Source: an optimization exercise on an open RTL-to-GDS flow (aim: small area, a short achievable clock period and few clock cycles). Production flows keep margins and buffers that such runs may drop. Only simulation tests tie the RTL to the original design; equivalence was not proved.

==> build 52 <==
// sigtrans_rx
module sigtrans_rx #(
    parameter [7:0]  SYNC = 8'hAA,       
    parameter integer RX_CAP = 64,
    parameter integer AW = 6             
) (
    input  wire        clk,
    input  wire        rst,
    input  wire        cmd_valid,
    input  wire [31:0] cmd,
    output wire        cmd_ready,
    input  wire [AW-1:0] buf_addr,
    output wire [7:0]  buf_rdata,
    output reg  [3:0]  err,
    output reg  [2:0]  outcome,
    output reg         found,
    output reg         frm_valid,
    output reg  [3:0]  cnt,
    output reg  [AW-1:0] idx,
    output reg  [15:0] length,
    output reg  [7:0]  csum_rx,
    output reg  [7:0]  csum_calc,
    output reg  [3:0]  csum_dist,
    output wire [AW-1:0] frm_off,
    output reg  [AW:0] frm_len,
    output reg  [AW:0] rem_off,
    output reg  [AW:0] pay_off,
    output reg  [AW:0] pay_len,
    output wire [AW:0] rx_len
);
    localparam integer HDR = 4;          
    localparam integer MAXL = RX_CAP - HDR - 1;    
    localparam [7:0] OP_NOP = 8'h00, OP_CNT = 8'h01, OP_FIND = 8'h02,
                     OP_PARSE = 8'h03, OP_EXTRACT = 8'h04, OP_RECOVER = 8'h06,
                     OP_RXPUSH = 8'h08, OP_RXACCEPT = 8'h09, OP_RXDROP = 8'h0A,
                     OP_RXCLR = 8'h0B;
    localparam [3:0] E_NONE = 4'd0, E_INSUFF = 4'd2, E_NULLFRAME = 4'd3,
                     E_ILLEGAL = 4'd4, E_RXOVF = 4'd5;
    localparam [2:0] O_TOOSHORT = 3'd1, O_NOSYNC = 3'd2, O_INCOMPLETE = 3'd3,
                     O_INVALID = 3'd4, O_RECOVERED = 3'd5;
    localparam [2:0] C_IDLE = 3'd0, C_RECOVER = 3'd1, C_FIND = 3'd2,
                     C_PCHK = 3'd3, C_PSKP = 3'd4, C_PHI = 3'd5, C_PLO = 3'd6,
                     C_PPAY = 3'd7;
    localparam [1:0] G_SCAN = 2'd0, G_HDR = 2'd1, G_SUM = 2'd2, G_LONG = 2'd3;
    function [3:0] popcount8;
        input [7:0] v;
        integer b;
        begin
            popcount8 = 4'd0;
            for (b = 0; b < 8; b = b + 1)
                popcount8 = popcount8 + {3'd0, v[b]};
        end
    endfunction
    function le1;
        input [7:0] v;
        reg [3:0] z2, o2;          
        reg       z4a, z4b, o4a, o4b;
        integer   k;
        begin
            for (k = 0; k < 4; k = k + 1) begin
                z2[k] = !(v[2*k] | v[2*k+1]);
                o2[k] = !(v[2*k] & v[2*k+1]);
            end
            z4a = z2[0] & z2[1];
            z4b = z2[2] & z2[3];
  ...
make LEC_CHECK=0 CAP_MARGIN=20 CORE_MARGIN=2 CORE_UTILIZATION=35 PLACE_DENSITY=0.55 SETUP_SLACK_MARGIN=4 SLEW_MARGIN=20 finish   # period 10.0 ns
run.sh (not shown) runs the stock make flow with config.mk's settings and CLKGATE_MAP_FILE= SYNTH_SCRIPT=/design/flow/synth_recipe.tcl, a recipe that flattens the netlist after the stock synthesis.
==> inputs of trial 97, as changes to build 52 <==
--- a/flow/design.v
+++ b/flow/design.v
@@ -230,13 +230,15 @@
     wire        i_known = hv || (gstate != G_SCAN);
     wire        nosync  = (gstate == G_SCAN) && !e_has;
     wire        l_known = (gstate == G_SUM) || (gstate == G_LONG);
     wire [AW+1:0] tot   = {2'b00, eL[AW-1:0]} + (HDR + 1);    
     wire        ls_lt_t = (eL[15:AW] != 0) || ({1'b0, ls} < tot);
     wire [AW:0] htot    = {1'b0, hL} + (HDR + 1);
-    wire [3:0]  hdist   = popcount8(hsum ^ hcrx);
+    wire        pc_cmd  = idle && (op == OP_CNT);
+    wire [3:0]  pcount  = popcount8(pc_cmd ? (cmd[15:8] ^ cmd[23:16]) : (hsum ^ hcrx));
+    wire [3:0]  hdist   = pcount;
     wire        h_ok    = le1(hsum ^ hcrx);
     wire        ls_lt_m = (ls < m7);
     wire        ls_lt_h = (ls < HDR);
     wire        r_ready = r_short || hv || nosync ||
                           (i_known && (ls_lt_m || ls_lt_h)) ||
                           (l_known && ls_lt_t);
@@ -475,13 +477,13 @@
         end else begin
             case (cstate)
             C_IDLE: if (accept) begin
                 err <= E_NONE;
                 if (is_nop) begin
                 end else if (is_cnt) begin
-                    cnt <= popcount8(cmd[15:8] ^ cmd[23:16]);
+                    cnt <= pcount;
                 end else if (is_find) begin
                     if (!f_ready)
                         cstate <= C_FIND;
                     else begin
                         found <= i_known;
                         idx   <= i_known ? ci_idx : {AW{1'b0}};
CORE_UTILIZATION = 40   (was 35)
CTS_BUF_LIST = sky130_fd_sc_hd__clkbuf_8   (was unset)
TNS_END_PERCENT = 0   (was unset)
==> inputs of build 29, as changes to build 52 <==
--- a/flow/design.v
+++ b/flow/design.v
@@ -230,13 +230,15 @@
     wire        i_known = hv || (gstate != G_SCAN);
     wire        nosync  = (gstate == G_SCAN) && !e_has;
     wire        l_known = (gstate == G_SUM) || (gstate == G_LONG);
     wire [AW+1:0] tot   = {2'b00, eL[AW-1:0]} + (HDR + 1);    
     wire        ls_lt_t = (eL[15:AW] != 0) || ({1'b0, ls} < tot);
     wire [AW:0] htot    = {1'b0, hL} + (HDR + 1);
-    wire [3:0]  hdist   = popcount8(hsum ^ hcrx);
+    wire        pc_cmd  = idle && (op == OP_CNT);
+    wire [3:0]  pcount  = popcount8(pc_cmd ? (cmd[15:8] ^ cmd[23:16]) : (hsum ^ hcrx));
+    wire [3:0]  hdist   = pcount;
     wire        h_ok    = le1(hsum ^ hcrx);
     wire        ls_lt_m = (ls < m7);
     wire        ls_lt_h = (ls < HDR);
     wire        r_ready = r_short || hv || nosync ||
                           (i_known && (ls_lt_m || ls_lt_h)) ||
                           (l_known && ls_lt_t);
@@ -475,13 +477,13 @@
         end else begin
             case (cstate)
             C_IDLE: if (accept) begin
                 err <= E_NONE;
                 if (is_nop) begin
                 end else if (is_cnt) begin
-                    cnt <= popcount8(cmd[15:8] ^ cmd[23:16]);
+                    cnt <= pcount;
                 end else if (is_find) begin
                     if (!f_ready)
                         cstate <= C_FIND;
                     else begin
                         found <= i_known;
                         idx   <= i_known ? ci_idx : {AW{1'b0}};
==> flow/flow/run.sh (new file) <==
#!/bin/bash
# Standard ORFS layout (the standard.sh), with the port buffers that
# placement inserts made of the smallest plain buffer; timing repair
# upsizes the ones on critical paths.
set -uo pipefail
export BUFFER_PORTS_ARGS="-buffer_cell sky130_fd_sc_hd__buf_1"
bash standard.sh > standard.log 2>&1
status=$?
exit $status
==> flow/standard.sh (new file) <==
#!/bin/bash
# synth_recipe.tcl (not shown) runs the flow's synth.tcl, then flattens the netlist and writes it again
# the make line also repeats each setting of config.mk as NAME=value (left out here)
make -C /OpenROAD-flow-scripts/flow DESIGN_CONFIG=/design/flow/config.mk WORK_HOME=/design/flow/orfs CLKGATE_MAP_FILE= SYNTH_SCRIPT=/design/flow/synth_recipe.tcl "${@:-finish}"
CTS_BUF_LIST = sky130_fd_sc_hd__clkbuf_8   (was unset)
TNS_END_PERCENT = 5   (was unset)
removed: flow/run.sh
==> inputs of trial 34, as changes to build 52 <==
--- a/flow/design.v
+++ b/flow/design.v
@@ -78,19 +78,16 @@
     reg          first;            
     reg          p_ex, p_le1;      
     reg [AW:0]   ei;               
     reg [15:0]   eL;               
     reg [AW-1:0] eleft;            
     reg [7:0]    esum;
-    reg          nw_v;             
-    reg [AW:0]   nw;               
     reg [AW:0]   hi;
     reg [AW-1:0] hL;
     reg [7:0]    hsum;
     reg [7:0]    hcrx;
-    reg          hlong;            
     assign cmd_ready = (cstate == C_IDLE);
     assign frm_off   = frm_valid ? idx : {AW{1'b0}};
     assign rx_len    = tail - head;
     wire   full      = rx_len[AW];
     reg  [7:0] rxbuf [0:RX_CAP-1];
     wire       push_we;
@@ -205,25 +202,12 @@
     wire        s_one  = (eleft == 1);
     wire        s_zero = (eleft == 0);
     wire [7:0]  sum_f  = s_one ? esum + w0 : esum;      
     wire [7:0]  ck_b   = s_one ? w1 : w0;               
     wire        ck_in  = s_zero || (s_one && e_two);    
     wire        e_ok   = le1(sum_f ^ ck_b);
-    reg  [1:0]  c_n;
-    always @(*) begin
-        case (gstate)
-        G_SCAN:  c_n = win0 ? 2'd1 : (e_two ? 2'd2 : 2'd1);
-        G_HDR:   c_n = e_two ? 2'd2 : 2'd0;
-        G_SUM:   c_n = (ck_in && !hv) ? (s_one ? 2'd2 : 2'd1) :
-                       s_zero ? 2'd0 : ((e_two && !s_one) ? 2'd2 : 2'd1);
-        default: c_n = nw_v ? 2'd0 : (e_two ? 2'd2 : 2'd1);
-        endcase
-    end
-    wire        c_two  = c_n[1];
-    wire        t_new  = !nw_v && (win0 || (c_two && win1));
-    wire [AW:0] t_at   = win0 ? ep - 1'b1 : ep;
     wire        idle    = (cstate == C_IDLE);
     wire        r_short = idle ? (big24 || rx_len < imm24[AW:0]) : (rx_len < min_size);
     wire [AW:0] m7      = idle ? imm24[AW:0] : min_size;
     wire [AW:0] ci      = hv ? hi : ei;
     wire [AW:0] ls      = tail - ci;
     wire [AW-1:0] ci_idx = ci[AW-1:0] - head[AW-1:0];
@@ -269,83 +253,69 @@
                 frm_valid <= 0; frm_len <= 0; rem_off <= 0;
             end else if (ls_lt_m || ls_lt_h) begin
                 outcome <= ls_lt_m ? O_TOOSHORT : O_INCOMPLETE;
                 found <= 1'b1; idx <= ci_idx;
                 length <= 0; csum_rx <= 0; csum_calc <= 0; csum_dist <= 0;
                 frm_valid <= 0; frm_len <= 0; rem_off <= 0;
-            end else if (hv && !hlong) begin
+            end else if (hv) begin
                 outcome <= h_ok ? O_RECOVERED : O_INVALID;
                 found <= 1'b1; idx <= ci_idx;
                 length <= {{(16-AW){1'b0}}, hL}; csum_rx <= hcrx; csum_calc <= hsum;
                 csum_dist <= hdist;
                 frm_valid <= h_ok;
                 frm_len <= h_ok ? htot : Z;
                 rem_off <= h_roff;
             end else begin
                 outcome <= O_INCOMPLETE; found <= 1'b1; idx <= ci_idx;
-                length <= hv ? {hsum, hcrx} : eL;
-                csum_rx <= 0; csum_calc <= 0; csum_dist <= 0;
+                length <= eL; csum_rx <= 0; csum_calc <= 0; csum_dist <= 0;
                 frm_valid <= 0; frm_len <= 0; rem_off <= 0;
             end
         end
     endtask
     reg          g_restart;        
     reg [AW:0]   g_ep;
     reg          g_clr_hv;         
-    reg          g_follow;         
     always @(*) begin
         g_restart = 1'b0;
         g_ep      = head;
         g_clr_hv  = 1'b0;
-        g_follow  = 1'b0;
         if (idle && accept) begin
             if (is_rxaccept) begin
                 if (rem_off != Z) begin
                     if (hv)
                         g_clr_hv = 1'b1;
                     else begin
                         g_restart = 1'b1; g_ep = head_x;
                     end
                 end
             end else if (is_rxdrop) begin
-                if (drop_h == ci + 1'b1 && (hv ? (hlong || !h_ok) : (gstate != G_SCAN)))
-                    if (hv)
-                        g_clr_hv = 1'b1;
-                    else
-                        g_follow = 1'b1;
-                else if (!(imm_le && imm24[AW:0] == Z)) begin
+                if (!(imm_le && imm24[AW:0] == Z)) begin
                     g_restart = 1'b1; g_ep = drop_h;
                 end
             end else if (is_rxclr) begin
                 g_restart = 1'b1; g_ep = tail;
             end else if (is_parse && imm_le) begin
                 g_restart = 1'b1; g_ep = head_x;
             end
         end else if (p_exit) begin
             g_restart = 1'b1;
         end
     end
     wire p_mode = (cstate[2] || cstate == C_PCHK);
-    wire e_go   = !p_mode && (e_has || (gstate == G_LONG && !hv));
+    wire e_go   = !p_mode && e_has;
     always @(posedge clk) begin
         if (rst) begin
             gstate <= G_SCAN;
             hv     <= 1'b0;
             ep     <= Z;
             first  <= 1'b1;
         end else if (g_restart) begin
             gstate <= G_SCAN;
             hv     <= 1'b0;
             ep     <= g_ep;
             first  <= 1'b1;
-        end else if (g_follow) begin
-            gstate <= G_SCAN;
-            if (nw_v) begin
-                ep    <= nw;
-                first <= 1'b1;
-            end
         end else if (p_mode) begin
             case (cstate)
             C_PCHK, C_PSKP: ep <= ep + 1'b1;
             C_PHI: begin
                 ep       <= ep + 1'b1;
                 eL[15:8] <= rd;
@@ -365,98 +335,59 @@
         end else begin
             if (g_clr_hv)
                 hv <= 1'b0;
             if (e_go) begin
                 case (gstate)
                 G_SCAN: begin
-                    first <= 1'b0;
-                    nw_v  <= 1'b0;
                     if (win0) begin
                         ei     <= ep - 1'b1;
                         ep     <= ep + 1'b1;
-                        p_ex   <= x0;
-                        p_le1  <= l0;
+                        gstate <= G_HDR;
+                    end else if (win1) begin
+                        ei     <= ep;
+                        ep     <= ep + 2'd2;
                         gstate <= G_HDR;
                     end else begin
-                        if (win1) begin
-                            ei     <= ep;
-                            gstate <= G_HDR;
-                        end
-                        ep    <= ep + c_n;
-                        p_ex  <= c_two ? x1 : x0;
-                        p_le1 <= c_two ? l1 : l0;
+                        ep    <= ep + (e_two ? 2'd2 : 2'd1);
+                        first <= 1'b0;
+                        p_ex  <= e_two ? x1 : x0;
+                        p_le1 <= e_two ? l1 : l0;
                     end
                 end
                 G_HDR: if (e_two) begin
                     ep    <= ep + 2'd2;
                     eL    <= hdr_l;
                     esum  <= 8'd0;
                     eleft <= w1[AW-1:0];
-                    p_ex  <= x1;
-                    p_le1 <= l1;
-                    if (t_new) begin
-                        nw_v <= 1'b1;
-                        nw   <= t_at;
-                    end
                     if (hdr_l > MAXL)
                         gstate <= G_LONG;
                     else
                         gstate <= G_SUM;
                 end
                 G_SUM: begin
                     if (ck_in && !hv) begin
                         hv     <= 1'b1;
                         hi     <= ei;
                         hL     <= eL[AW-1:0];
                         hsum   <= sum_f;
                         hcrx   <= ck_b;
-                        hlong  <= 1'b0;
                         gstate <= G_SCAN;
-                        if (e_ok) begin
-                            ep    <= ep + c_n;
-                            first <= 1'b1;
-                        end else if (nw_v || t_new) begin
-                            ep    <= nw_v ? nw : t_at;
-                            first <= 1'b1;
+                        first  <= 1'b1;
+                        ep     <= e_ok ? (ep + (s_one ? 2'd2 : 2'd1)) : (ei + 1'b1);
+                    end else if (!s_zero) begin
+                        if (e_two && !s_one) begin
+                            ep    <= ep + 2'd2;
+                            esum  <= esum + w0 + w1;
+                            eleft <= eleft - 2'd2;
                         end else begin
-                            ep    <= ep + c_n;
-                            p_ex  <= c_two ? x1 : x0;
-                            p_le1 <= c_two ? l1 : l0;
-                        end
-                    end else if (c_n != 2'd0) begin
-                        ep    <= ep + c_n;
-                        esum  <= esum + w0 + (c_two ? w1 : 8'd0);
-                        eleft <= eleft - c_n;
-                        p_ex  <= c_two ? x1 : x0;
-                        p_le1 <= c_two ? l1 : l0;
-                        if (t_new) begin
-                            nw_v <= 1'b1;
-                            nw   <= t_at;
+                            ep    <= ep + 1'b1;
+                            esum  <= esum + w0;
+                            eleft <= eleft - 1'b1;
                         end
                     end
                 end
-                G_LONG: if (!hv) begin
-                    hv     <= 1'b1;
-                    hlong  <= 1'b1;
-                    hi     <= ei;
-                    hsum   <= eL[15:8];
-                    hcrx   <= eL[7:0];
-                    gstate <= G_SCAN;
-                    if (nw_v) begin
-                        ep    <= nw;
-                        first <= 1'b1;
-                    end
-                end else if (!nw_v) begin
-                    ep    <= ep + c_n;
-                    p_ex  <= c_two ? x1 : x0;
-                    p_le1 <= c_two ? l1 : l0;
-                    if (t_new) begin
-                        nw_v <= 1'b1;
-                        nw   <= t_at;
-                    end
-                end
                 default: ;
                 endcase
             end
         end
     end
     always @(posedge clk) begin
==> summary of the runs <==
- Core utilization: trial 34 is higher than build 29 (0.95 points).
- Between build 52 and trial 97, the lower register-to-register slack is in trial 97 (gap 0.97 ns).
- Wire length, lowest first: trial 34, build 29, trial 97, build 52.
- Between trial 97 and trial 34, the lower synthesized area is in trial 34 (gap 2.2%, measured against trial 34).
- Critical path depth is the same in build 29 and build 52.
- In build 29 the non-clock buffer count is lower than in trial 34, by 7.
- The highest final area belongs to build 52, the lowest to trial 97.
- Synthesized cell count: trial 97 is higher than trial 34 (about 4.5%).
- In build 52 the flip-flop and latch count is higher than in trial 34, by 9.
Testbench counts of build 52, summed over its fixed seeds: cycles 57,519.
Testbench counts of trial 97, summed over its fixed seeds: cycles 57,519.
Testbench counts of build 29, summed over its fixed seeds: cycles 57,519.
Testbench counts of trial 34, summed over its fixed seeds: cycles 60,998.

==> separate check: timing with driven ports <==
The results above use ideal ports. As a check the final layouts listed here were re-extracted and re-timed, cells and wires unchanged. Step 1, drivers: a clkbuf_16 drives clk and a buf_2 each remaining input, both assumed. Step 2 also shifts input and output timing later by t, the mid clock arrival at the registers, as if the neighbouring blocks saw the same clock. a / b / c = ideal / step 1 / step 2; a / b = the first two.
run	t (ns)	slack for setup (ns)	worst setup path at the end	latest minus earliest clock arrival (ns)
build 52	0.782	3.152 / 3.091 / 3.091	input to output	0.055 / 0.055
trial 97	0.915	2.542 / 2.492 / 2.204	input to register	0.053 / 0.053
build 29	0.935	2.815 / 2.758 / 2.758	input to output	0.078 / 0.079
trial 34	0.768	3.188 / 3.132 / 3.132	input to output	0.042 / 0.042
After both steps every run listed still meets setup and hold. The setup slack of trial 97, which loses most, moves by -0.050 ns with the drivers and by -0.338 ns with both steps.
